This is an optimization exercise on Yosys and OpenROAD, whose aim is small area, a short achievable clock period and few clock cycles per item, not a production implementation. Where RTL was checked, it was by simulation tests only, not by an equivalence proof against the original. The RTL of runs 1 and 2 was laid out without a check of its function.

==> flow/design.v, too long to show whole: its modules and the start of the top module <==
// module bsm_xfade: 193 lines
// module xf_mul: 899 lines
// module xf_add: 30 lines
module bsm_xfade (
    input  wire        clk,
    input  wire        rst,
    input  wire        cmd_valid,
    output wire        cmd_ready,
    input  wire [11:0] cmd_len,
    input  wire        in_valid,
    output wire        in_ready,
    input  wire [15:0] in_dst,
    input  wire [15:0] in_src,
    output wire        out_valid,
    input  wire        out_ready,
    output wire [15:0] out_data
);
  // ...
==> flow/run.sh <==
#!/bin/bash
# synth_recipe.tcl (not shown) runs the flow's synth.tcl, then flattens the netlist and writes it again
# the make line also repeats each setting of config.mk as NAME=value (left out here)
make -C /OpenROAD-flow-scripts/flow DESIGN_CONFIG=/design/flow/config.mk WORK_HOME=/design/flow/orfs CLKGATE_MAP_FILE= SYNTH_SCRIPT=/design/flow/synth_recipe.tcl finish
==> flow/config.mk <==
export PLATFORM = sky130hd
export DESIGN_NAME = bsm_xfade
export DESIGN_NICKNAME = bsm_xfade
export VERILOG_FILES = /design/flow/design.v
export SDC_FILE = /design/flow/constraint.sdc
export NUM_CORES = 4
export LEC_CHECK = 0
export CAP_MARGIN = 5
export CORE_MARGIN = 2
export CORE_UTILIZATION = 40
export PLACE_DENSITY = 0.6
export SETUP_SLACK_MARGIN = 5
export SLEW_MARGIN = 5
==> flow/constraint.sdc <==
create_clock -name core_clock -period 10.0 [get_ports {clk}]
set_input_delay 2.0000 -clock core_clock [delete_from_list [all_inputs] [get_ports {clk}]]
set_output_delay 2.0000 -clock core_clock [all_outputs]
set_load 0.01 [all_outputs]
==> results.py, run 1 <==
metrics = {
    "yosys": {
        "synth_sequential_area_ratio": 0.247,
        "syn_avg_cell_area_sq_um": 9.67,
        "yosysWarningCount": 7,
        "adder_cell_share_of_the_synthesized_area": 0.301,
        "syn_area_sq_um": 22300,
        "synth_area_in_simple_gates": 0.0838,
    },
    "placed_design": {
        "io_buffers": 67,
        "dp_hpwl_um": 42000,
        "final_gp_congestion": 0.898,
    },
    "floorplan": {
        "design.portCount": 68,
        "rows": 86,
    },
    "worst_setup_path": {
        "reg2reg_slack_ps": 5000,
        "setup.worst_path.class": "flip-flop to flip-flop",
        "cp_num_buf_inv": 4,
        "critical_path.max_fanout": 10,
        "cpPeakStageDelay_ps": 540,
        "rr_worst_depth": 18,
        "critical_path.cell_chain": "buf_6 > nor2_1 > nand2_2 > o21ai_4 > buf_4 > a22oi_1 > xor2_1 > fa_2 > fa_1 > fa_1 > inv_1 > fa_1 > fa_1 > inv_1 > ha_1 > a21o_1 > xor2_1 > nor3_1",
    },
    "run_status": {
        "run_status": "no timing/DRC/antenna violations",
    },
    "finish": {
        "n_sequential_cell": 198,
        "largest_reg_flops": 30,
        "post_layout_nonfiller_instances": 3077,
        "design_area_sq_um": 24600,
        "n_antenna_cell": 0,
        "layout.buffer.nonclock.area_share": 0.0460,
        "clock_buffer_count": 19,
    },
    "route": {
        "drt-wirelength-per-cell_um": 18.6,
        "remaining_drc_errors": 0,
        "drt_wl_total_um": 57200,
        "sum_of_routed_wire_segments_on_met1_um": 25800,
    },
    "timing": {
        "report.final.slew_viol_count": 0,
    },
    "clock_tree": {
        "cts-resized-gates": 16,
    },
}
==> module bsm_xfade, before the edit <==
module bsm_xfade (
    input  wire        clk,
    input  wire        rst,
    input  wire        cmd_valid,
    output wire        cmd_ready,
    input  wire [11:0] cmd_len,
    input  wire        in_valid,
    output wire        in_ready,
    input  wire [15:0] in_dst,
    input  wire [15:0] in_src,
    output wire        out_valid,
    input  wire        out_ready,
    output wire [15:0] out_data
);
    localparam F   = 29;              
    localparam CT  = 14;            
    localparam K   = 2;               
    localparam W   = F + 16 - CT;     
    localparam WL  = F - CT;          
    reg        active;    
    reg        dz;        
    reg        first;     
    reg        rdy_r;     
    reg        full_r;    
    reg        nq;        
    reg        vA, vB;    
    reg [10:0] dv;        
    reg [11:0] pr;        
    reg [F:0]  q;         
    reg [3:0]  dcnt;      
    reg        dfirst;    
    reg        qv;        
    reg [F-1:0] x;        
    reg [11:0]  u;        
    reg         second;   
    wire cmd_fire = cmd_valid && !active;
    wire [10:0] dnew = cmd_len[10:0] - 11'd1;
    wire hit      = qv && (dnew == dv);         
    wire in_fire  = in_valid && in_ready;
    wire pop      = out_ready && nq;
    wire nq_pop   = nq && !pop;
    wire stallB   = vB && nq_pop;              
    wire stallA   = vA && stallB;              
    wire moveB    = vB && !stallB;
    assign cmd_ready = !active;
    assign in_ready  = rdy_r && (!full_r || out_ready);
    wire [11:0] dr [0:K];
    wire [K-1:0] qb;
    assign dr[0] = pr;
    genvar gj;
    generate
        for (gj = 0; gj < K; gj = gj + 1) begin : g_div
            wire [11:0] tw = {dr[gj][10:0], dfirst && (gj == 0)};
            assign dr[gj+1] = dr[gj][11] ? tw + {1'b0, dv} : tw - {1'b0, dv};
            assign qb[K-1-gj] = !dr[gj+1][11];
        end
    endgenerate
    wire [11:0]  pd;
    wire         pd_co;
    xf_add #(12) u_pd (.a(pr), .b({1'b0, dv} ^ {12{!pr[11]}}), .ci(!pr[11]),
                       .s(pd), .co(pd_co));
    wire [11:0]  rr  = pr[11] ? pd : pr;                     
    wire [11:0]  rmd = pr[11] ? pr : pd;                     
    wire         cu  = !second && !u[11];
    wire [11:0]  un;
    wire         un_co;
    xf_add #(12) u_un (.a(second ? rmd : u), .b(cu ? rmd : rr), .ci(1'b0),
                       .s(un), .co(un_co));
    wire [F:0]   xs;
    wire         xs_co;
    xf_add #(F+1) u_xs (.a({1'b0, x}), .b(q), .ci(cu), .s(xs), .co(xs_co));
    wire         ovf = xs[F] | xs_co;      
    wire [F-1:0] xn  = ovf ? {F{1'b1}} : xs[F-1:0];
    wire         last = first ? dz : ovf;
    wire [16:0] dl_in;
    wire        dl_co;
    xf_add #(17) u_dl (.a({in_dst[15], in_dst}), .b(~{in_src[15], in_src}), .ci(1'b1),
                       .s(dl_in), .co(dl_co));
    reg [16:0] dlA;
    reg [15:0] sA;
    wire [W-1:0] ra, rb;
    xf_mul u_mul (.dl(dlA), .x(x), .s(sA), .ra(ra), .rb(rb));
    wire [WL-1:0] lp = ra[WL-1:0] ^ rb[WL-1:0];
    wire [WL-1:0] lt = ra[WL-1:0] | rb[WL-1:0];
    wire [3:0]    lg, lpp;
    wire [3:0]    s0, s1, s2;
    wire [2:0]    s3;
    xf_add #(4) u_g0 (.a(ra[3:0]),   .b(rb[3:0]),   .ci(1'b0), .s(s0), .co(lg[0]));
    xf_add #(4) u_g1 (.a(ra[7:4]),   .b(rb[7:4]),   .ci(1'b0), .s(s1), .co(lg[1]));
    xf_add #(4) u_g2 (.a(ra[11:8]),  .b(rb[11:8]),  .ci(1'b0), .s(s2), .co(lg[2]));
    xf_add #(3) u_g3 (.a(ra[14:12]), .b(rb[14:12]), .ci(1'b0), .s(s3), .co(lg[3]));
    assign lpp = {&lp[14:12], &lp[11:8], &lp[7:4], &lp[3:0]};
    wire          c11 = lg[0];    
    wire          zl  = (lp[WL-11] == c11) && (lp[WL-1:WL-10] == lt[WL-2:WL-11]);
    reg  [15:0]   raB, rbB;
    reg           zB;
    reg  [3:0]    gB;
    reg  [3:1]    pB;
    wire [15:0]  hi;
    wire         hi_co;
    wire         cB  = gB[3] | pB[3] & (gB[2] | pB[2] & (gB[1] | pB[1] & gB[0]));
    xf_add #(16) u_y (.a(raB), .b(rbB), .ci(cB), .s(hi), .co(hi_co));
    wire         zi  = zB;
    wire [15:0]  res;
    wire         res_co;
    xf_add #(16) u_res (.a(hi), .b(16'd0), .ci(hi[15] & ~zi), .s(res), .co(res_co));
    reg [15:0] e0;
    assign out_valid = nq;
    assign out_data  = e0;
    wire       nq_nx  = nq_pop || moveB;
    wire       vA_nx  = in_fire || stallA;
    wire       vB_nx  = (vA && !stallB) || stallB;
    always @(posedge clk) begin
        if (moveB)
            e0 <= res;
        if (!stallB) begin
            raB <= ra[W-1:WL];
            rbB <= rb[W-1:WL];
            zB  <= zl;
            gB  <= lg;
            pB  <= lpp[3:1];
        end
        if (!stallA) begin
            dlA <= dl_in;
            sA  <= in_src;
        end
        if (dcnt != 4'd0) begin
            dcnt <= dcnt - 4'd1;
            pr   <= dr[K];
            q    <= {q[F-K:0], qb};
        end
        dfirst <= 1'b0;
        if (cmd_fire && !hit) begin
            dv <= dnew;
            q  <= {(F+1){1'b0}};
            if (cmd_len > 12'd1024) begin
                dcnt <= 4'd10; pr <= 12'd512;
            end else if (cmd_len > 12'd256) begin
                dcnt <= 4'd11; pr <= 12'd128;
            end else if (cmd_len > 12'd64) begin
                dcnt <= 4'd12; pr <= 12'd32;
            end else if (cmd_len > 12'd16) begin
                dcnt <= 4'd13; pr <= 12'd8;
            end else if (cmd_len > 12'd4) begin
                dcnt <= 4'd14; pr <= 12'd2;
            end else begin
                dcnt <= 4'd15; pr <= 12'd0; dfirst <= 1'b1;
            end
        end
        if (in_fire) begin
            second <= first;
            if (first) begin
                x <= {F{1'b0}};
            end else begin
                x <= xn;
                u <= un;
            end
        end
        if (rst) begin
            active <= 1'b0;
            first  <= 1'b0;
            rdy_r  <= 1'b0;
            nq     <= 1'b0;
            full_r <= 1'b0;
            vA     <= 1'b0;
            vB     <= 1'b0;
            dcnt   <= 4'd0;
            qv     <= 1'b0;
        end else begin
            nq <= nq_nx;
            vA <= vA_nx;
            vB <= vB_nx;
            full_r <= nq_nx && vA_nx && vB_nx;
            if (cmd_fire && !hit)
                qv <= 1'b0;
            else if (dcnt == 4'd1)
                qv <= 1'b1;
            if (cmd_fire) begin
                active <= (cmd_len != 12'd0);
                dz     <= (cmd_len == 12'd1);
                first  <= 1'b1;
                rdy_r  <= (cmd_len != 12'd0);
            end else begin
                if (in_fire) begin
                    first  <= 1'b0;
                    active <= !last;
                end
                rdy_r <= active && !(in_fire && last)
                         && ((first && !in_fire) || (dcnt == 4'd0) || (dcnt == 4'd1));
            end
        end
    end
endmodule
==> inputs of run 2 (changes only) <==
--- a/flow/design.v
+++ b/flow/design.v
@@ -91,8 +91,7 @@
     xf_add #(3) u_g3 (.a(ra[14:12]), .b(rb[14:12]), .ci(1'b0), .s(s3), .co(lg[3]));
     assign lpp = {&lp[14:12], &lp[11:8], &lp[7:4], &lp[3:0]};
-    wire          c11 = lg[0];    
-    wire          zl  = (lp[WL-11] == c11) && (lp[WL-1:WL-10] == lt[WL-2:WL-11]);
+    wire          zl  = (lp[WL-1:WL-10] == lt[WL-2:WL-11]);
     reg  [15:0]   raB, rbB;
-    reg           zB;
+    reg           zB, p11B;
     reg  [3:0]    gB;
     reg  [3:1]    pB;
@@ -101,5 +100,5 @@
     wire         cB  = gB[3] | pB[3] & (gB[2] | pB[2] & (gB[1] | pB[1] & gB[0]));
     xf_add #(16) u_y (.a(raB), .b(rbB), .ci(cB), .s(hi), .co(hi_co));
-    wire         zi  = zB;
+    wire         zi  = zB && (p11B == gB[0]);
     wire [15:0]  res;
     wire         res_co;
@@ -118,4 +117,5 @@
             rbB <= rb[W-1:WL];
             zB  <= zl;
+            p11B <= lp[WL-11];
             gB  <= lg;
             pB  <= lpp[3:1];
==> run 2 against run 1 <==
  * Critical path depth shrank 14
  * Wire length grew 2.4%
  * Die area grew 0.57%
  * Synthesized area grew 0.58%
  * Worst setup slack gained 130 ps
  * Via count grew 2.3%
  * Register-to-register slack gained 190 ps
  * Highest routed layer unchanged
  * Critical path type is now input port to output pin
  * Non-clock buffer count grew 3
  * Core utilization grew 0.30 points
  * Final cell count grew 0.81%
  * First-iteration DRC count shrank 3.9%
==> results.py, run 2 <==
metrics = {
    "run_status": {
        "run_status": "no timing/DRC/antenna violations",
    },
    "clock_tree": {
        "cts_buffer_depth": 2,
        "cts_made_buffers": 17,
        "htreeDepth": 4,
        "insertion_delay_ps": 510,
        "cts_root_buffer": "sky130_fd_sc_hd__clkbuf_16",
        "clkTransAtPathRegs_ps": 90,
        "cts_tree": "yes",
        "tritoncts_num_sinks": 199,
    },
    "yosys": {
        "synth_seq_cells": 199,
        "compound_gate_portion_of_the_synthesized_area": 0.145,
        "syn_area_sq_um": 22400,
        "adder_cell_share_of_the_synthesized_area": 0.299,
        "post_synth_xor_area_fraction": 0.132,
        "synthMostInstantiatedCell": "sky130_fd_sc_hd__inv_1",
        "edff_count_synth": 156,
        "synth-async-reset-ratio": 0,
        "synth_sequential_area_ratio": 0.247,
        "post_synth_mux_area_share": 0.00920,
        "mappedNetlistNets": 2785,
        "synth_top_cells_by_count": "364 x sky130_fd_sc_hd__inv_1, 217 x sky130_fd_sc_hd__fa_1, 188 x sky130_fd_sc_hd__ha_1",
        "yosysTopAreaCellShare": 0.209,
        "synth_top_family_by_area": "adder cells",
        "synthFlopType": "sky130_fd_sc_hd__edfxtp_1",
        "netlist.top_cell.by_area": "sky130_fd_sc_hd__edfxtp_1",
        "syn_avg_cell_area_sq_um": 9.62,
        "synth.top_cells.by_area": "sky130_fd_sc_hd__edfxtp_1 21%, sky130_fd_sc_hd__fa_1 19%, sky130_fd_sc_hd__ha_1 10%, sky130_fd_sc_hd__xnor2_1 6.6%, sky130_fd_sc_hd__xor2_1 6.2%",
        "syn_inst": 2331,
        "synth.lib_cells_used.distinct": 73,
        "yosysWarningCount": 7,
        "synth_area_in_simple_gates": 0.0829,
    },
    "worst_setup_path": {
        "startpoint": "out_ready",
        "worst_setup_path_start_kind": "input port",
        "worstPathRequired_ps": 8000,
        "critical_path.cell_chain": "clkdlybuf4s50_1 > inv_1 > a21boi_2 > clkbuf_2",
        "critical_path.max_fanout": 2,
        "r2r_end": "zB$_DFFE_PN_",
        "timing.critical_path.depth": 4,
        "reg2reg_slack_ps": 5190,
        "cpPeakStageDelay_ps": 480,
        "setup.worst_path.class": "input port to output pin",
        "rr_worst_depth": 19,
        "critPathArrivalTime_ps": 2860,
        "endpoint_type_of_the_worst_setup_path": "output pin",
        "cp_num_buf_inv": 3,
        "critPathCapture": "in_ready",
        "r2r-start": "dlA[3]$_DFFE_PN_",
        "critPathTopFamily": "buffers and inverters",
        "critPathSlowestCell": "sky130_fd_sc_hd__clkdlybuf4s50_1",
    },
    "floorplan": {
        "design.portCount": 68,
        "die_y_um": 241,
        "core_region_area_sq_um": 55300,
        "floorplan.die_area_sq_um": 58000,
        "fp.dieW_um": 241,
        "rows": 86,
        "initial_core_utilization": 0.406,
    },
    "route": {
        "drt_iter0_drc": 1197,
        "drt-wirelength-per-cell_um": 18.9,
        "drtPass1Iterations": 6,
        "post_drt_via_cell_ratio": 5.42,
        "remaining_drc_errors": 0,
        "via_count": 16800,
        "drt_wl_total_um": 58600,
        "ant_nets": 0,
    },
    "grt": {
        "grtUsageTotal": 0.210,
        "grt_max_degree": 58,
        "antenna_found_initial": 0,
        "grt_pass1_vias": 17400,
        "globalRouteOverflowTotal": 0,
        "grt_pass1_wl_um": 94300,
    },
    "timing": {
        "fin_tns_setup_ps": 0,
        "hold_violations": 0,
        "relSlewSlack": 0.258,
        "grt_setup_unrepaired": "true",
        "finalSetupViolCount": 0,
        "worst_pin_slew_ps": 1110,
        "fmaxAchievable_ghz": 0.206,
        "post_route_fraction_of_the_period_consumed_by_the_critical_path": 0.486,
        "report.final.slew_viol_count": 0,
        "layout_min_cycle_time_ps": 4860,
        "clock-skew-final_ps": 14.5,
    },
    "placed_design": {
        "final_gp_congestion": 0.891,
        "io_buffers": 67,
        "dp.cells": 3049,
        "dp_hpwl_um": 43600,
    },
    "finish": {
        "layout.cells.most_common": "sky130_fd_sc_hd__inv_1",
        "drive_above_1_share": 0.0705,
        "layout.cells.most_common_list": "362 x sky130_fd_sc_hd__inv_1, 209 x sky130_fd_sc_hd__fa_1, 181 x sky130_fd_sc_hd__ha_1, 170 x sky130_fd_sc_hd__xnor2_1, 158 x sky130_fd_sc_hd__a22oi_1",
        "largest_reg_flops": 30,
        "n_antenna_cell": 0,
        "layout-area-overhead-vs-synth_pct": 10.9,
        "reg.largest.list": "q: 30 flops, x: 29 flops, dlA: 17 flops",
        "max_flop_register": "q",
        "finish.net_count": 2795,
        "post_layout_nonfiller_instances": 3102,
    },
    "flow_run": {
        "max_cap_viol_count": 0,
    },
    "worst_hold_path": {
        "holdCritPathClass": "flip-flop to flip-flop",
        "min_from": "q[28]$_SDFFE_PP0P_",
    },
}
-- run 2: area by class of cell --
cell class              instances  area, sq um
fillers                      5317        30400
flip-flops and latches        199         5550
clock buffers                  19          464
multi-input cells            1631        15200
well taps                     748          936
inverters                     366         1380
repair buffers                126         1140
clock inverters                13          149
-- run 2: tightest hold or removal path, delay by kind of cell (launching register included) --
family           cells  cell delay (ps)
AND/OR/NAND/NOR      1               50
flip-flops           1              320
AO/OA/AOI/OAI        1               50
-- run 2: cells by family (layout without fill, tap and decap cells) --
logic type / after synthesis / after routing
buf+inv: 501 / 524
compound gates: 488 / 488
fa+ha+maj: 406 / 406
simple gates: 386 / 386
xor+xnor: 332 / 332
flops: 199 / 199
mux: 19 / 19
-- run 2: what timing repair did --
action,in CTS,in global routing
resized for setup,12,42
gates cloned,0,1
setup endpoints to repair,25,27
hold buffers,0,0
pin swaps,0,17
buffers inserted,4,16
-- run 2: worst min-delay path by stage --
stage	end	slack (ps)	depth (start not counted)
after global placement	q[28]$_SDFFE_PP0P_	460	2
after floorplan	second$_DFFE_PP_	410	0
final	q[28]$_SDFFE_PP0P_	460	2
after detailed placement	q[28]$_SDFFE_PP0P_	460	2
after global routing	q[8]$_SDFFE_PP0P_	510	2
after CTS	q[28]$_SDFFE_PP0P_	470	2
-- run 2: layer usage --
layer  vias up  global-route usage  wire length (um)
li1       7798                   -                 -
met1      8339               0.283             26000
met2       560               0.340             27500
met3       106              0.0392              3690
met4         0              0.0700              1460
met5         -                   0                 0
-- run 2: per-stage QoR --
stage | util | hold WS (ps) | worst slack, ps | cell area [sq um]
floorplan | - | 406 | 5060 | 22400
global placement | 0.432 | 461 | 4360 | 23900
detailed placement | 0.432 | 458 | 4310 | 23900
CTS | 0.444 | 471 | 5010 | 24500
global route | 0.450 | 506 | 4970 | 24900
finish | 0.450 | 463 | 5140 | 24900
==> inputs of run 3 (changes only) <==
--- a/flow/design.v
+++ b/flow/design.v
@@ -51,6 +51,7 @@
     generate
         for (gj = 0; gj < K; gj = gj + 1) begin : g_div
-            wire [11:0] tw = {dr[gj][10:0], dfirst && (gj == 0)};
-            assign dr[gj+1] = dr[gj][11] ? tw + {1'b0, dv} : tw - {1'b0, dv};
+            wire sub = !dr[gj][11];
+            assign dr[gj+1] = {dr[gj][10:0], dfirst && (gj == 0)}
+                              + ({1'b0, dv} ^ {12{sub}}) + {11'd0, sub};
             assign qb[K-1-gj] = !dr[gj+1][11];
         end
--- a/flow/config.mk
+++ b/flow/config.mk
@@ -8,6 +8,6 @@
 export CAP_MARGIN = 5
 export CORE_MARGIN = 2
-export CORE_UTILIZATION = 40
-export PLACE_DENSITY = 0.6
+export CORE_UTILIZATION = 60
+export PLACE_DENSITY = 0.7
 export SETUP_SLACK_MARGIN = 5
 export SLEW_MARGIN = 5
==> run 3 against run 2 <==
  * Synthesized area decreased by 2.8%
  * Via count down 3.3%
  * Sequential share of layout area up 0.63 points
  * Global-route usage rose by 7.3 points
  * Synthesized cell count is 3.4% lower
  * Design area down 2.7%
==> results.py, run 3 <==
metrics = {
    "grt": {
        "globalRouteOverflowTotal": 0,
        "grtUsageTotal": 0.283,
        "antenna_found_initial": 0,
        "grt_pass1_vias": 16900,
        "grt_pass1_wl_um": 85600,
        "grt_max_degree": 67,
    },
    "route": {
        "via_count": 16200,
        "drt-wirelength-per-cell_um": 19.2,
        "remaining_drc_errors": 0,
        "ant_nets": 0,
        "post_drt_via_cell_ratio": 5.90,
        "drtPass1Iterations": 6,
        "drt_iter0_drc": 1498,
        "drt_wl_total_um": 52800,
    },
    "floorplan": {
        "initial_core_utilization": 0.611,
        "design.portCount": 68,
        "die_y_um": 195,
        "rows": 69,
        "floorplan.die_area_sq_um": 37900,
        "core_region_area_sq_um": 35700,
        "fp.dieW_um": 195,
    },
    "placed_design": {
        "final_gp_congestion": 0.908,
        "io_buffers": 67,
        "dp_hpwl_um": 39200,
        "dp.cells": 2682,
    },
    "worst_setup_path": {
        "r2r-start": "pr[11]$_SDFFCE_PP0P_",
        "reg2reg_slack_ps": 5070,
        "critical_path.cell_chain": "buf_12 > xnor2_4 > ha_4 > or2_2 > a21oi_1 > a31oi_1 > a41o_1 > o41ai_4 > xnor2_4 > buf_4 > xnor2_1 > ha_1 > o21ai_0 > o21a_1 > o311ai_2 > a21o_1 > a21oi_2 > xnor2_1 > xnor2_1 > nor2_1",
        "endpoint_type_of_the_worst_setup_path": "flip-flop",
        "rr_worst_depth": 20,
        "critPathSlowestCell": "sky130_fd_sc_hd__o41ai_4",
        "r2r_end": "pr[11]$_SDFFCE_PP0P_",
        "critPathArrivalTime_ps": 5140,
        "critPathTopFamily": "compound AO/OA/AOI/OAI gates",
        "worstPathRequired_ps": 10210,
        "timing.critical_path.depth": 20,
        "worst_setup_path_start_kind": "flip-flop",
        "cpPeakStageDelay_ps": 460,
        "startpoint": "pr[11]$_SDFFCE_PP0P_",
        "critical_path.max_fanout": 33,
        "cp_num_buf_inv": 2,
        "setup.worst_path.class": "flip-flop to flip-flop",
        "critPathCapture": "pr[11]$_SDFFCE_PP0P_",
        "critical_path.most_common_cell": "sky130_fd_sc_hd__xnor2_1",
    },
    "clock_tree": {
        "insertion_delay_ps": 470,
        "clkTransAtPathRegs_ps": 90,
        "postCtsHoldBufs": 0,
        "tritoncts_num_sinks": 199,
        "cts_root_buffer": "sky130_fd_sc_hd__clkbuf_16",
        "cts_tree": "yes",
        "htreeDepth": 4,
        "cts_buffer_depth": 2,
        "cts_made_buffers": 17,
    },
    "yosys": {
        "edff_count_synth": 156,
        "synthFlopType": "sky130_fd_sc_hd__edfxtp_1",
        "syn_avg_cell_area_sq_um": 9.68,
        "synthMostInstantiatedCell": "sky130_fd_sc_hd__inv_1",
        "yosysWarningCount": 7,
        "syn_inst": 2252,
        "netlist.top_cell.by_area": "sky130_fd_sc_hd__edfxtp_1",
        "mappedNetlistNets": 2693,
        "synth_sequential_area_ratio": 0.254,
        "synth_seq_cells": 199,
        "synth.lib_cells_used.distinct": 68,
        "synth_top_cells_by_count": "359 x sky130_fd_sc_hd__inv_1, 217 x sky130_fd_sc_hd__fa_1, 182 x sky130_fd_sc_hd__xnor2_1",
        "syn_area_sq_um": 21800,
        "synth.top_cells.by_area": "sky130_fd_sc_hd__edfxtp_1 21%, sky130_fd_sc_hd__fa_1 20%, sky130_fd_sc_hd__ha_1 10%, sky130_fd_sc_hd__xnor2_1 7.3%, sky130_fd_sc_hd__xor2_1 6.3%",
        "synth-async-reset-ratio": 0,
        "yosysTopAreaCellShare": 0.215,
    },
    "timing": {
        "finalSetupViolCount": 0,
        "worst_pin_slew_ps": 1130,
        "report.final.slew_viol_count": 0,
        "fin_tns_setup_ps": 0,
        "grt_setup_unrepaired": "false",
        "fmaxAchievable_ghz": 0.203,
        "post_route_fraction_of_the_period_consumed_by_the_critical_path": 0.493,
        "clock-skew-final_ps": 14.1,
        "relSlewSlack": 0.243,
        "hold_violations": 0,
        "layout_min_cycle_time_ps": 4930,
        "finalHoldWorstSlack_ps": 462,
    },
    "finish": {
        "layout.cells.most_common": "sky130_fd_sc_hd__inv_1",
        "final-seq-area_sq_um": 5550,
        "drive_above_1_share": 0.0820,
        "reg.largest.list": "q: 30 flops, x: 29 flops, dlA: 17 flops",
        "multi_input_comb_area_sq_um": 14800,
        "layout-area-overhead-vs-synth_pct": 11.0,
        "finish.net_count": 2722,
        "largest_reg_flops": 30,
        "max_flop_register": "q",
        "fill_count": 2789,
        "layout.cells.most_common_list": "359 x sky130_fd_sc_hd__inv_1, 212 x sky130_fd_sc_hd__fa_1, 174 x sky130_fd_sc_hd__xnor2_1, 169 x sky130_fd_sc_hd__ha_1, 157 x sky130_fd_sc_hd__a22oi_1",
        "post_layout_nonfiller_instances": 2755,
        "n_antenna_cell": 0,
    },
    "worst_hold_path": {
        "holdCritPathClass": "flip-flop to flip-flop",
        "min_from": "q[29]$_SDFFE_PP0P_",
    },
    "run_status": {
        "run_status": "no timing/DRC/antenna violations",
    },
    "flow_run": {
        "max_cap_viol_count": 0,
    },
}
## run 3: cell types whose count changed after synthesis, moves of 6 or more
cell                       delta
sky130_fd_sc_hd__nor2_1      -11
sky130_fd_sc_hd__nor3_1       -6
sky130_fd_sc_hd__a21o_1       -8
sky130_fd_sc_hd__ha_1        -13
sky130_fd_sc_hd__clkbuf_1     -6
sky130_fd_sc_hd__xnor2_1     +12
sky130_fd_sc_hd__o31ai_1      -9
## run 3: stage by stage
| stage | area, sq um | setup slack [ps] | util |
|---|---|---|---|
| finish | 24200 | 5070 | 0.678 |
| global route | 24200 | 4840 | 0.678 |
| CTS | 23600 | 5030 | 0.662 |
| detailed placement | 22800 | 3750 | 0.641 |
| global placement | 22800 | 3900 | 0.641 |
| floorplan | 21800 | 4940 | - |
## run 3: layout make-up
class | instances | area share
sequential | 199 | 0.229
timing repair buffer | 140 | 0.0534
clock buffer | 20 | 0.0202
multi-input combinational | 1562 | 0.612
tap | 461 | 0.0238
clock inverter | 12 | 0.00533
inverter | 361 | 0.0562
## run 3: what timing repair did
item / in CTS / in global routing
endpoints found under the setup margin: 31 / 15
cloned: 0 / 1
pin swaps: 1 / 14
gates resized for setup: 20 / 58
buffers inserted: 6 / 34
## run 3: worst reg2reg max path, stage by stage (launching register included)
cell and delay (ps):
sky130_fd_sc_hd__edfxtp_1 430, sky130_fd_sc_hd__buf_12 210, sky130_fd_sc_hd__xnor2_4 250, sky130_fd_sc_hd__ha_4 250
sky130_fd_sc_hd__or2_2 270, sky130_fd_sc_hd__a21oi_1 170, sky130_fd_sc_hd__a31oi_1 90, sky130_fd_sc_hd__a41o_1 260
sky130_fd_sc_hd__o41ai_4 460, sky130_fd_sc_hd__xnor2_4 190, sky130_fd_sc_hd__buf_4 190, sky130_fd_sc_hd__xnor2_1 120
sky130_fd_sc_hd__ha_1 350, sky130_fd_sc_hd__o21ai_0 130, sky130_fd_sc_hd__o21a_1 230, sky130_fd_sc_hd__o311ai_2 370
sky130_fd_sc_hd__a21o_1 200, sky130_fd_sc_hd__a21oi_2 70, sky130_fd_sc_hd__xnor2_1 210, sky130_fd_sc_hd__xnor2_1 180
sky130_fd_sc_hd__nor2_1 60
## run 3: worst min path at each step
stage / endpoint / slack (ps) / cells past startpoint
finish: q[29]$_SDFFE_PP0P_ / 460 / 2
global route: q[29]$_SDFFE_PP0P_ / 480 / 2
CTS: q[29]$_SDFFE_PP0P_ / 460 / 2
detailed placement: q[29]$_SDFFE_PP0P_ / 450 / 2
global placement: q[29]$_SDFFE_PP0P_ / 450 / 2
floorplan: second$_DFFE_PP_ / 410 / 0
## run 3: logic make-up after synthesis
kind of cell,Yosys count,share of synthesized area
adder cells (fa/ha/maj),393,0.300
multiplexers,15,0.00741
AO/OA/AOI/OAI,447,0.133
AND/OR/NAND/NOR,365,0.0809
flip-flops,199,0.254
XOR/XNOR,341,0.138
buffers and inverters,492,0.0855
## run 3: metal layers
layer,wire length [um],GRT usage,vias to the layer above
li1,-,-,7473
met1,21900,0.372,7998
met2,25600,0.478,661
met3,3930,0.0469,117
met4,1380,0.0957,0
met5,0,0,-
Testbench counts of run 3, summed over its fixed seeds: cycles 40,550, items 38,279.
==> inputs of run 4 (changes only) <==
--- a/flow/config.mk
+++ b/flow/config.mk
@@ -8,6 +8,6 @@
 export CAP_MARGIN = 5
 export CORE_MARGIN = 2
-export CORE_UTILIZATION = 60
-export PLACE_DENSITY = 0.7
+export CORE_UTILIZATION = 40
+export PLACE_DENSITY = 0.6
 export SETUP_SLACK_MARGIN = 5
 export SLEW_MARGIN = 5
==> run 4 against run 3 <==
  * Largest cell class unchanged
  * Worst setup slack gained 69 ps
  * Highest routed layer unchanged
==> results.py, run 4 <==
metrics = {
    "run_status": {
        "run_status": "no timing/DRC/antenna violations",
    },
    "finish": {
        "n_antenna_cell": 0,
        "drive_above_1_share": 0.0914,
        "layout-area-overhead-vs-synth_pct": 12.4,
        "layout.cells.most_common": "sky130_fd_sc_hd__inv_1",
        "reg.largest.list": "q: 30 flops, x: 29 flops, dlA: 17 flops",
        "layout.cells.most_common_list": "357 x sky130_fd_sc_hd__inv_1, 206 x sky130_fd_sc_hd__fa_1, 175 x sky130_fd_sc_hd__xnor2_1, 167 x sky130_fd_sc_hd__ha_1, 158 x sky130_fd_sc_hd__a22oi_1",
        "max_flop_register": "q",
        "largest_reg_flops": 30,
        "design_area_sq_um": 24500,
        "post_layout_nonfiller_instances": 3005,
        "finish.net_count": 2737,
        "fill_count": 5056,
    },
    "yosys": {
        "synthFlopType": "sky130_fd_sc_hd__edfxtp_1",
        "synth.lib_cells_used.distinct": 68,
        "yosysTopAreaCellShare": 0.215,
        "synth_sequential_area_ratio": 0.254,
        "edff_count_synth": 156,
        "syn_avg_cell_area_sq_um": 9.68,
        "synth_seq_cells": 199,
        "syn_inst": 2252,
        "synthMostInstantiatedCell": "sky130_fd_sc_hd__inv_1",
        "mappedNetlistNets": 2693,
        "synth.top_cells.by_area": "sky130_fd_sc_hd__edfxtp_1 21%, sky130_fd_sc_hd__fa_1 20%, sky130_fd_sc_hd__ha_1 10%, sky130_fd_sc_hd__xnor2_1 7.3%, sky130_fd_sc_hd__xor2_1 6.3%",
        "netlist.top_cell.by_area": "sky130_fd_sc_hd__edfxtp_1",
        "synth-async-reset-ratio": 0,
        "yosysWarningCount": 7,
        "synth_top_cells_by_count": "359 x sky130_fd_sc_hd__inv_1, 217 x sky130_fd_sc_hd__fa_1, 182 x sky130_fd_sc_hd__xnor2_1",
        "syn_area_sq_um": 21800,
    },
    "worst_setup_path": {
        "r2r-start": "dlA[3]$_DFFE_PN_",
        "worstPathRequired_ps": 10300,
        "setup.worst_path.class": "flip-flop to flip-flop",
        "critical_path.max_fanout": 7,
        "critPathCapture": "zB$_DFFE_PN_",
        "endpoint_type_of_the_worst_setup_path": "flip-flop",
        "critPathSlowestCell": "sky130_fd_sc_hd__fa_2",
        "rr_worst_depth": 20,
        "startpoint": "dlA[3]$_DFFE_PN_",
        "reg2reg_slack_ps": 5140,
        "critical_path.cell_chain": "buf_4 > nand2_1 > o21ai_2 > buf_6 > buf_4 > buf_4 > a22oi_1 > xor2_1 > ha_1 > fa_2 > inv_1 > fa_2 > fa_2 > inv_1 > fa_1 > inv_1 > ha_1 > xor2_4 > nand4_1 > nor4_1",
        "critPathArrivalTime_ps": 5160,
        "r2r_end": "zB$_DFFE_PN_",
        "cpPeakStageDelay_ps": 530,
        "worst_setup_path_start_kind": "flip-flop",
    },
    "route": {
        "routed-wl-met3_um": 3670,
        "sum_of_routed_wire_segments_on_met1_um": 24400,
        "drt-wirelength-per-cell_um": 18.1,
        "drtPass1Iterations": 7,
        "dr.max_layer_used": "met4",
        "ant_nets": 0,
        "drt_wl_total_um": 54300,
        "drt_iter0_drc": 1303,
        "via_count": 16000,
        "wl_met2_um": 25300,
        "post_drt_via_cell_ratio": 5.33,
        "remaining_drc_errors": 0,
    },
    "timing": {
        "layout_min_cycle_time_ps": 4860,
        "fin_tns_setup_ps": 0,
        "post_route_fraction_of_the_period_consumed_by_the_critical_path": 0.486,
        "relSlewSlack": 0.299,
        "clock-skew-final_ps": 16.3,
        "fmaxAchievable_ghz": 0.206,
        "worst_pin_slew_ps": 1050,
        "hold_violations": 0,
        "finalHoldWorstSlack_ps": 462,
        "grt_setup_unrepaired": "true",
        "finalSetupViolCount": 0,
        "report.final.slew_viol_count": 0,
    },
    "clock_tree": {
        "cts_root_buffer": "sky130_fd_sc_hd__clkbuf_16",
        "insertion_delay_ps": 500,
        "tritoncts_num_sinks": 199,
        "cts_made_buffers": 17,
        "htreeDepth": 4,
        "cts_tree": "yes",
        "clkTransAtPathRegs_ps": 80,
        "postCtsHoldBufs": 0,
        "cts_buffer_depth": 2,
    },
    "placed_design": {
        "dp.cells": 2922,
        "io_buffers": 67,
        "placement.cell_area_sq_um": 23200,
        "dp_hpwl_um": 40400,
        "final_gp_congestion": 0.870,
    },
    "floorplan": {
        "fp.dieW_um": 237,
        "initial_core_utilization": 0.405,
        "floorplan.die_area_sq_um": 56400,
        "rows": 85,
        "die_y_um": 237,
        "design.portCount": 68,
        "core_region_area_sq_um": 53800,
    },
    "grt": {
        "antenna_found_initial": 0,
        "grt_pass1_vias": 16400,
        "globalRouteOverflowTotal": 0,
        "grtUsageTotal": 0.196,
        "grt_pass1_wl_um": 86900,
        "grt_max_degree": 51,
    },
    "worst_hold_path": {
        "holdCritPathClass": "flip-flop to flip-flop",
    },
    "flow_run": {
        "max_cap_viol_count": 0,
    },
}
-- run 4: logic make-up (layout without fill, tap and decap cells) --
group	after synthesis	in the layout	share of synthesized area
compound gates	447	447	0.133
xor+xnor	341	341	0.138
fa+ha+maj	393	393	0.300
buf+inv	492	549	0.0855
flops	199	199	0.254
mux	15	15	0.00741
simple gates	365	365	0.0809
-- run 4: worst min-delay path by stage --
| stage | slack, ps | depth (start not counted) | to | startpoint |
|---|---|---|---|---|
| 2_1_floorplan | 410 | 0 | second$_DFFE_PP_ | first$_SDFFE_PP0P_ |
| 6_report | 460 | 2 | q[29]$_SDFFE_PP0P_ | q[29]$_SDFFE_PP0P_ |
| 4_1_cts | 470 | 2 | q[28]$_SDFFE_PP0P_ | q[28]$_SDFFE_PP0P_ |
| 5_1_grt | 480 | 2 | q[28]$_SDFFE_PP0P_ | q[28]$_SDFFE_PP0P_ |
| 3_5_place_dp | 450 | 2 | q[29]$_SDFFE_PP0P_ | q[29]$_SDFFE_PP0P_ |
| 3_3_place_gp | 450 | 2 | q[29]$_SDFFE_PP0P_ | q[29]$_SDFFE_PP0P_ |
-- run 4: critical path: cells and delay by family, from the launching register on --
kind	cells	cell delay, ps
buffers and inverters	7	770
and+or+nand+nor	3	490
adders and majority gates	6	2350
AOI/OAI and AO/OA	2	260
xor gates and xnor gates	2	350
DFF	1	440
-- run 4: layout make-up --
type / instances / area, sq um / area share
Multi-Input combinational cell: 1561 / 14800 / 0.603
Timing Repair Buffer: 156 / 1370 / 0.0559
Tap cell: 696 / 871 / 0.0355
Clock buffer: 18 / 429 / 0.0175
Clock inverter: 14 / 153 / 0.00623
Inverter: 361 / 1360 / 0.0556
Sequential cell: 199 / 5550 / 0.226
-- run 4: per-stage QoR --
stage | utilization | worst slack (ps)
4_1_cts | 0.444 | 5010
3_5_place_dp | 0.431 | 4120
6_report | 0.455 | 5140
5_1_grt | 0.455 | 4940
3_3_place_gp | 0.431 | 4220
2_1_floorplan | - | 4940
-- run 4: timing repair --
item	in CTS	in global routing
gates cloned	0	2
setup buffers	7	42
endpoints found under the setup margin	36	24
gates resized for setup	24	53
pin swaps	1	18
-- run 4: metal layers --
metal,track usage,vias to the layer above
li1,-,7493
met1,0.265,7977
met3,0.0398,65
met2,0.315,485
met5,0,-
met4,0.0625,0
==> inputs of run 5 (changes only) <==
--- a/flow/config.mk
+++ b/flow/config.mk
@@ -6,8 +6,8 @@
 export NUM_CORES = 4
 export LEC_CHECK = 0
-export CAP_MARGIN = 5
+export CAP_MARGIN = 0
 export CORE_MARGIN = 2
 export CORE_UTILIZATION = 40
 export PLACE_DENSITY = 0.6
 export SETUP_SLACK_MARGIN = 5
-export SLEW_MARGIN = 5
+export SLEW_MARGIN = 0
==> run 5 against run 4 <==
  * Still clean
  * Sequential share of layout area stayed put
  * Synthesized area stayed put
  * Worst setup slack stayed put
  * Design area stayed put
  * Via count stayed put
  * Highest routed layer unchanged
  * Clock skew stayed put
==> results.py, run 5 <==
metrics = {
    "grt": {
        "antenna_found_initial": 0,
        "grt_pass1_wl_um": 86900,
        "grt_max_degree": 51,
        "globalRouteOverflowTotal": 0,
        "grt_pass1_vias": 16400,
        "grtUsageTotal": 0.196,
    },
    "clock_tree": {
        "htreeDepth": 4,
        "cts_buffer_depth": 2,
        "clkTransAtPathRegs_ps": 80,
        "tritoncts_num_sinks": 199,
        "postCtsHoldBufs": 0,
        "insertion_delay_ps": 500,
        "cts_root_buffer": "sky130_fd_sc_hd__clkbuf_16",
        "cts_tree": "yes",
        "cts_made_buffers": 17,
    },
    "worst_hold_path": {
        "holdCritPathClass": "flip-flop to flip-flop",
    },
    "timing": {
        "grt_setup_unrepaired": "true",
        "fmaxAchievable_ghz": 0.206,
        "hold_violations": 0,
        "relSlewSlack": 0.299,
        "layout_min_cycle_time_ps": 4860,
        "report.final.slew_viol_count": 0,
        "clock-skew-final_ps": 16.3,
        "finalHoldWorstSlack_ps": 462,
        "worst_pin_slew_ps": 1050,
        "post_route_fraction_of_the_period_consumed_by_the_critical_path": 0.486,
        "fin_tns_setup_ps": 0,
        "setup_slack_ps": 5140,
        "finalSetupViolCount": 0,
    },
    "floorplan": {
        "die_y_um": 237,
        "fp.dieW_um": 237,
        "rows": 85,
        "design.portCount": 68,
        "floorplan.die_area_sq_um": 56400,
        "core_region_area_sq_um": 53800,
        "initial_core_utilization": 0.405,
    },
    "finish": {
        "layout.cells.most_common_list": "357 x sky130_fd_sc_hd__inv_1, 206 x sky130_fd_sc_hd__fa_1, 175 x sky130_fd_sc_hd__xnor2_1, 167 x sky130_fd_sc_hd__ha_1, 158 x sky130_fd_sc_hd__a22oi_1",
        "layout.cells.most_common": "sky130_fd_sc_hd__inv_1",
        "design_area_sq_um": 24500,
        "n_antenna_cell": 0,
        "drive_above_1_share": 0.0914,
        "largest_reg_flops": 30,
        "reg.largest.list": "q: 30 flops, x: 29 flops, dlA: 17 flops",
        "finish.net_count": 2737,
        "max_flop_register": "q",
        "layout-area-overhead-vs-synth_pct": 12.4,
    },
    "worst_setup_path": {
        "critPathTopFamily": "adder cells",
        "critical_path.cell_chain": "buf_4 > nand2_1 > o21ai_2 > buf_6 > buf_4 > buf_4 > a22oi_1 > xor2_1 > ha_1 > fa_2 > inv_1 > fa_2 > fa_2 > inv_1 > fa_1 > inv_1 > ha_1 > xor2_4 > nand4_1 > nor4_1",
        "setup.worst_path.class": "flip-flop to flip-flop",
        "cp_num_buf_inv": 7,
        "cpPeakStageDelay_ps": 530,
        "critical_path.max_fanout": 7,
        "worstPathRequired_ps": 10300,
        "critPathArrivalTime_ps": 5160,
        "worst_setup_path_start_kind": "flip-flop",
        "endpoint_type_of_the_worst_setup_path": "flip-flop",
        "critPathSlowestCell": "sky130_fd_sc_hd__fa_2",
    },
    "route": {
        "drt_iter0_drc": 1303,
        "ant_nets": 0,
        "drt_wl_total_um": 54300,
        "via_count": 16000,
        "drtPass1Iterations": 7,
        "post_drt_via_cell_ratio": 5.33,
        "remaining_drc_errors": 0,
        "drt-wirelength-per-cell_um": 18.1,
    },
    "yosys": {
        "syn_area_sq_um": 21800,
        "synth.top_cells.by_area": "sky130_fd_sc_hd__edfxtp_1 21%, sky130_fd_sc_hd__fa_1 20%, sky130_fd_sc_hd__ha_1 10%, sky130_fd_sc_hd__xnor2_1 7.3%, sky130_fd_sc_hd__xor2_1 6.3%",
        "synth_seq_cells": 199,
        "syn_avg_cell_area_sq_um": 9.68,
        "synth_top_cells_by_count": "359 x sky130_fd_sc_hd__inv_1, 217 x sky130_fd_sc_hd__fa_1, 182 x sky130_fd_sc_hd__xnor2_1",
        "synthFlopType": "sky130_fd_sc_hd__edfxtp_1",
        "mappedNetlistNets": 2693,
        "syn_inst": 2252,
        "yosysTopAreaCellShare": 0.215,
        "synth.lib_cells_used.distinct": 68,
        "netlist.top_cell.by_area": "sky130_fd_sc_hd__edfxtp_1",
        "synth-async-reset-ratio": 0,
        "synth_sequential_area_ratio": 0.254,
        "edff_count_synth": 156,
        "synthMostInstantiatedCell": "sky130_fd_sc_hd__inv_1",
        "yosysWarningCount": 7,
    },
    "placed_design": {
        "placement.cell_area_sq_um": 23200,
        "place_worst_setup_slack_ps": 4120,
        "dp_hpwl_um": 40400,
        "io_buffers": 67,
        "final_gp_congestion": 0.870,
    },
    "flow_run": {
        "max_cap_viol_count": 0,
    },
    "run_status": {
        "run_status": "no timing/DRC/antenna violations",
    },
}
==> run 5: cell counts after synthesis <==
No cell type changed its count.
==> run 5: final timing paths <==
check / start / end / slack [ps] / cells past startpoint
max: dlA[3]$_DFFE_PN_ / zB$_DFFE_PN_ / 5140 / 20
max reg2reg: dlA[3]$_DFFE_PN_ / zB$_DFFE_PN_ / 5140 / 20
min: q[29]$_SDFFE_PP0P_ / q[29]$_SDFFE_PP0P_ / 460 / 2
min reg2reg: q[29]$_SDFFE_PP0P_ / q[29]$_SDFFE_PP0P_ / 460 / 2
==> run 5: what timing repair did <==
action                     in CTS  in global routing
setup endpoints to repair      36                 24
buffers inserted                7                 42
gates cloned                    0                  2
pin swaps                       1                 18
gates resized for setup        24                 53
==> run 5: layout make-up <==
class / instances / area (sq um)
inverter: 361 / 1360
fill: 5056 / 29300
clock buffer: 18 / 429
clock inverter: 14 / 153
sequential: 199 / 5550
timing repair buffer: 156 / 1370
tap: 696 / 871
multi-input combinational: 1561 / 14800
==> run 5: per-layer routing <==
metal  global-route usage  wire (um)
met3               0.0398       3670
met5                    0          0
met2                0.315      25300
met1                0.265      24400
met4               0.0625        963
==> run 5: kinds of logic (layout without fill, tap and decap cells) <==
kind of cell / Yosys count / in the layout / share of synthesized area
muxes: 15 / 15 / 0.00741
adders and majority gates: 393 / 393 / 0.300
DFF: 199 / 199 / 0.254
buffers and inverters: 492 / 549 / 0.0855
AOI/OAI and AO/OA: 447 / 447 / 0.133
and+or+nand+nor: 365 / 365 / 0.0809
xor gates and xnor gates: 341 / 341 / 0.138
==> run 5: per-stage QoR <==
stage | utilization | std cells
3_3_place_gp | 0.431 | 2922
4_1_cts | 0.444 | 2961
5_1_grt | 0.455 | 3005
2_1_floorplan | - | 2252
3_5_place_dp | 0.431 | 2922
6_report | 0.455 | 3005
==> run 5: tightest hold or removal path, cell delays in order, from the launching register on <==
cell                      delay [ps]
sky130_fd_sc_hd__dfxtp_1         320
sky130_fd_sc_hd__nand2_1          50
sky130_fd_sc_hd__a21oi_1          50
==> inputs of run 6 (changes only) <==
==> flow/flow/run.sh (new file) <==
#!/bin/bash
# The standard layout (the standard.sh: standard synthesis and ORFS
# from floorplan to finish), with the ports buffered by the smallest
# buffer instead of the delay buffer buffer_ports picks by default.
set -euo pipefail
export BUFFER_PORTS_ARGS="-buffer_cell sky130_fd_sc_hd__buf_1"
bash standard.sh > standard.log 2>&1
==> flow/standard.sh (new file) <==
#!/bin/bash
# synth_recipe.tcl (not shown) runs the flow's synth.tcl, then flattens the netlist and writes it again
# the make line also repeats each setting of config.mk as NAME=value (left out here)
make -C /OpenROAD-flow-scripts/flow DESIGN_CONFIG=/design/flow/config.mk WORK_HOME=/design/flow/orfs CLKGATE_MAP_FILE= SYNTH_SCRIPT=/design/flow/synth_recipe.tcl "${@:-finish}"
--- a/flow/config.mk
+++ b/flow/config.mk
@@ -6,8 +6,8 @@
 export NUM_CORES = 4
 export LEC_CHECK = 0
-export CAP_MARGIN = 0
+export CAP_MARGIN = 5
 export CORE_MARGIN = 2
 export CORE_UTILIZATION = 40
 export PLACE_DENSITY = 0.6
 export SETUP_SLACK_MARGIN = 5
-export SLEW_MARGIN = 0
+export SLEW_MARGIN = 5
removed: flow/run.sh
==> run 6 against run 5 <==
  * Via count down 1.1%
  * Non-clock buffer count down 9
  * Final cell count down 0.30%
  * Critical path type unchanged
==> results.py, run 6 <==
metrics = {
    "worst_setup_path": {
        "critical_path.max_fanout": 8,
        "worstPathRequired_ps": 10310,
        "critPathTopFamily": "adder cells",
        "cp_num_buf_inv": 4,
        "critPathSlowestCell": "sky130_fd_sc_hd__fa_1",
        "endpoint_type_of_the_worst_setup_path": "flip-flop",
        "setup.worst_path.class": "flip-flop to flip-flop",
        "cpPeakStageDelay_ps": 540,
        "critical_path.cell_chain": "buf_12 > ha_4 > buf_4 > a22oi_1 > xor2_1 > ha_1 > fa_1 > fa_1 > inv_1 > fa_1 > inv_1 > fa_1 > ha_4 > xor2_4 > nand4_1 > nor4_1",
        "reg2reg_slack_ps": 5180,
        "critical_path.most_common_cell": "sky130_fd_sc_hd__fa_1",
        "critPathArrivalTime_ps": 5130,
        "worst_setup_path_start_kind": "flip-flop",
    },
    "route": {
        "via_count": 15800,
        "post_drt_via_cell_ratio": 5.29,
        "drtPass1Iterations": 5,
        "drt-wirelength-per-cell_um": 18.0,
        "sum_of_routed_wire_segments_on_met1_um": 24200,
        "drt_wl_total_um": 53800,
        "remaining_drc_errors": 0,
        "routed-wl-met3_um": 3440,
        "ant_nets": 0,
        "drt_iter0_drc": 1133,
        "dr.max_layer_used": "met4",
        "wl_met2_um": 24800,
    },
    "yosys": {
        "synth_top_cells_by_count": "359 x sky130_fd_sc_hd__inv_1, 217 x sky130_fd_sc_hd__fa_1, 182 x sky130_fd_sc_hd__xnor2_1",
        "netlist.top_cell.by_area": "sky130_fd_sc_hd__edfxtp_1",
        "synth.top_cells.by_area": "sky130_fd_sc_hd__edfxtp_1 21%, sky130_fd_sc_hd__fa_1 20%, sky130_fd_sc_hd__ha_1 10%, sky130_fd_sc_hd__xnor2_1 7.3%, sky130_fd_sc_hd__xor2_1 6.3%",
        "syn_inst": 2252,
        "syn_area_sq_um": 21800,
        "mappedNetlistNets": 2693,
        "synthFlopType": "sky130_fd_sc_hd__edfxtp_1",
        "yosysTopAreaCellShare": 0.215,
        "synth_sequential_area_ratio": 0.254,
        "synth_seq_cells": 199,
        "yosysWarningCount": 7,
        "synth.lib_cells_used.distinct": 68,
        "synth-async-reset-ratio": 0,
        "edff_count_synth": 156,
        "synthMostInstantiatedCell": "sky130_fd_sc_hd__inv_1",
        "syn_avg_cell_area_sq_um": 9.68,
    },
    "timing": {
        "worst_pin_slew_ps": 1050,
        "relSlewSlack": 0.298,
        "report.final.slew_viol_count": 0,
        "hold_violations": 0,
        "finalSetupViolCount": 0,
        "clock-skew-final_ps": 13.7,
        "layout_min_cycle_time_ps": 4820,
        "grt_setup_unrepaired": "false",
        "post_route_fraction_of_the_period_consumed_by_the_critical_path": 0.482,
        "fmaxAchievable_ghz": 0.207,
        "fin_tns_setup_ps": 0,
        "finalHoldWorstSlack_ps": 462,
    },
    "grt": {
        "globalRouteOverflowTotal": 0,
        "grt_max_degree": 67,
        "antenna_found_initial": 0,
        "grt_pass1_vias": 16200,
        "grt_pass1_wl_um": 86000,
        "grtUsageTotal": 0.194,
    },
    "finish": {
        "max_flop_register": "q",
        "reg.largest.list": "q: 30 flops, x: 29 flops, dlA: 17 flops",
        "layout.cells.most_common_list": "358 x sky130_fd_sc_hd__inv_1, 210 x sky130_fd_sc_hd__fa_1, 175 x sky130_fd_sc_hd__xnor2_1, 167 x sky130_fd_sc_hd__ha_1, 156 x sky130_fd_sc_hd__edfxtp_1",
        "layout-area-overhead-vs-synth_pct": 10.8,
        "fill_count": 5109,
        "layout.cells.most_common": "sky130_fd_sc_hd__inv_1",
        "finish.net_count": 2728,
        "drive_above_1_share": 0.0865,
        "n_antenna_cell": 0,
        "largest_reg_flops": 30,
    },
    "clock_tree": {
        "tritoncts_num_sinks": 199,
        "cts_tree": "yes",
        "htreeDepth": 4,
        "insertion_delay_ps": 500,
        "clkTransAtPathRegs_ps": 80,
        "cts_root_buffer": "sky130_fd_sc_hd__clkbuf_16",
        "cts_buffer_depth": 2,
        "cts_made_buffers": 17,
    },
    "flow_run": {
        "max_cap_viol_count": 0,
    },
    "floorplan": {
        "design.portCount": 68,
        "rows": 85,
        "die_y_um": 237,
        "floorplan.die_area_sq_um": 56400,
        "core_region_area_sq_um": 53800,
        "fp.dieW_um": 237,
        "initial_core_utilization": 0.405,
    },
    "run_status": {
        "run_status": "no timing/DRC/antenna violations",
    },
    "placed_design": {
        "dp_hpwl_um": 40200,
        "io_buffers": 67,
        "final_gp_congestion": 0.906,
    },
    "worst_hold_path": {
        "holdCritPathClass": "flip-flop to flip-flop",
    },
}
## run 6: cell counts after synthesis
Identical to the previous run, type by type.
## run 6: cell type report
class                           instances  area (sq um)  area share
Tap cell                              696           871      0.0361
Sequential cell                       199          5550       0.230
Clock buffer                           18           429      0.0178
Clock inverter                         14           135     0.00560
Timing Repair Buffer                  147           968      0.0401
Multi-Input combinational cell       1561         14800       0.614
Inverter                              361          1360      0.0564
## run 6: repair_timing
action | in CTS | in global routing
setup buffers | 5 | 28
gates resized for setup | 18 | 72
setup endpoints to repair | 16 | 13
gates cloned | 0 | 3
hold buffers | 0 | 0
pin swaps | 1 | 27
## run 6: final timing paths
kind / start / depth (start not counted) / endpoint
min reg2reg: q[28]$_SDFFE_PP0P_ / 2 / q[28]$_SDFFE_PP0P_
min: q[28]$_SDFFE_PP0P_ / 2 / q[28]$_SDFFE_PP0P_
max reg2reg: dlA[1]$_DFFE_PN_ / 16 / zB$_DFFE_PN_
max: dlA[1]$_DFFE_PN_ / 16 / zB$_DFFE_PN_
## run 6: worst min-delay path: stages (launching register included)
cell,delay (ps)
sky130_fd_sc_hd__dfxtp_1,320
sky130_fd_sc_hd__nand2_1,50
sky130_fd_sc_hd__a21oi_1,50
## run 6: metal layers
layer,track usage,vias up
met2,0.308,422
met1,0.263,7867
met3,0.0431,78
li1,-,7482
met5,0,-
met4,0.0635,0
## run 6: logic make-up (layout without fill, tap and decap cells)
family                     Yosys count  after routing  share of synthesized area
and+or+nand+nor                    365            365                     0.0809
DFF                                199            199                      0.254
buffers and inverters              492            540                     0.0855
adders and majority gates          393            393                      0.300
muxes                               15             15                    0.00741
xor gates and xnor gates           341            341                      0.138
AOI/OAI and AO/OA                  447            447                      0.133
## run 6: metrics by stage
step	setup WS [ps]	cells	utilization	cell area, sq um
after floorplan	4940	2252	-	21800
final	5180	2996	0.449	24100
after global routing	4960	2996	0.449	24100
after global placement	4670	2928	0.424	22800
after CTS	4990	2965	0.437	23500
after detailed placement	4600	2928	0.424	22800

==> separate check: timing with driven ports <==
The flow's constraints put no driver on any port. The routed layouts listed below were extracted and timed again, unchanged, in two steps.
Step 1 (the two cells are an assumption about what drives the block):
set clk [get_ports {clk}]
set_driving_cell -lib_cell sky130_fd_sc_hd__clkbuf_16 $clk
set_driving_cell -lib_cell sky130_fd_sc_hd__buf_2 [delete_from_list [all_inputs] $clk]
Step 2, shift: input delay + t, output delay - t, t = (earliest + latest rising clock arrival at the registers) / 2. This alone moves slack from input paths to output paths.
Three values: no drivers, after step 1, after step 2; two values: the first two.
run | t, ns | setup slack, ns | worst hold slack (ns)
run 1 | 0.555 | 5.002 / 5.002 / 4.611 | 0.479 / 0.479 / 0.479
run 2 | 0.559 | 5.136 / 5.098 / 4.615 | 0.463 / 0.463 / 0.463
run 3 | 0.514 | 5.070 / 5.070 / 4.736 | 0.462 / 0.462 / 0.462
run 4 | 0.545 | 5.139 / 5.117 / 4.675 | 0.462 / 0.462 / 0.462
run 5 | 0.545 | 5.139 / 5.117 / 4.675 | 0.462 / 0.462 / 0.462
run 6 | 0.550 | 5.176 / 5.176 / 4.987 | 0.462 / 0.462 / 0.462
After both steps every run listed still meets setup and hold. The setup slack of run 2, which loses most, moves by -0.038 ns with the drivers and by -0.521 ns with both steps.
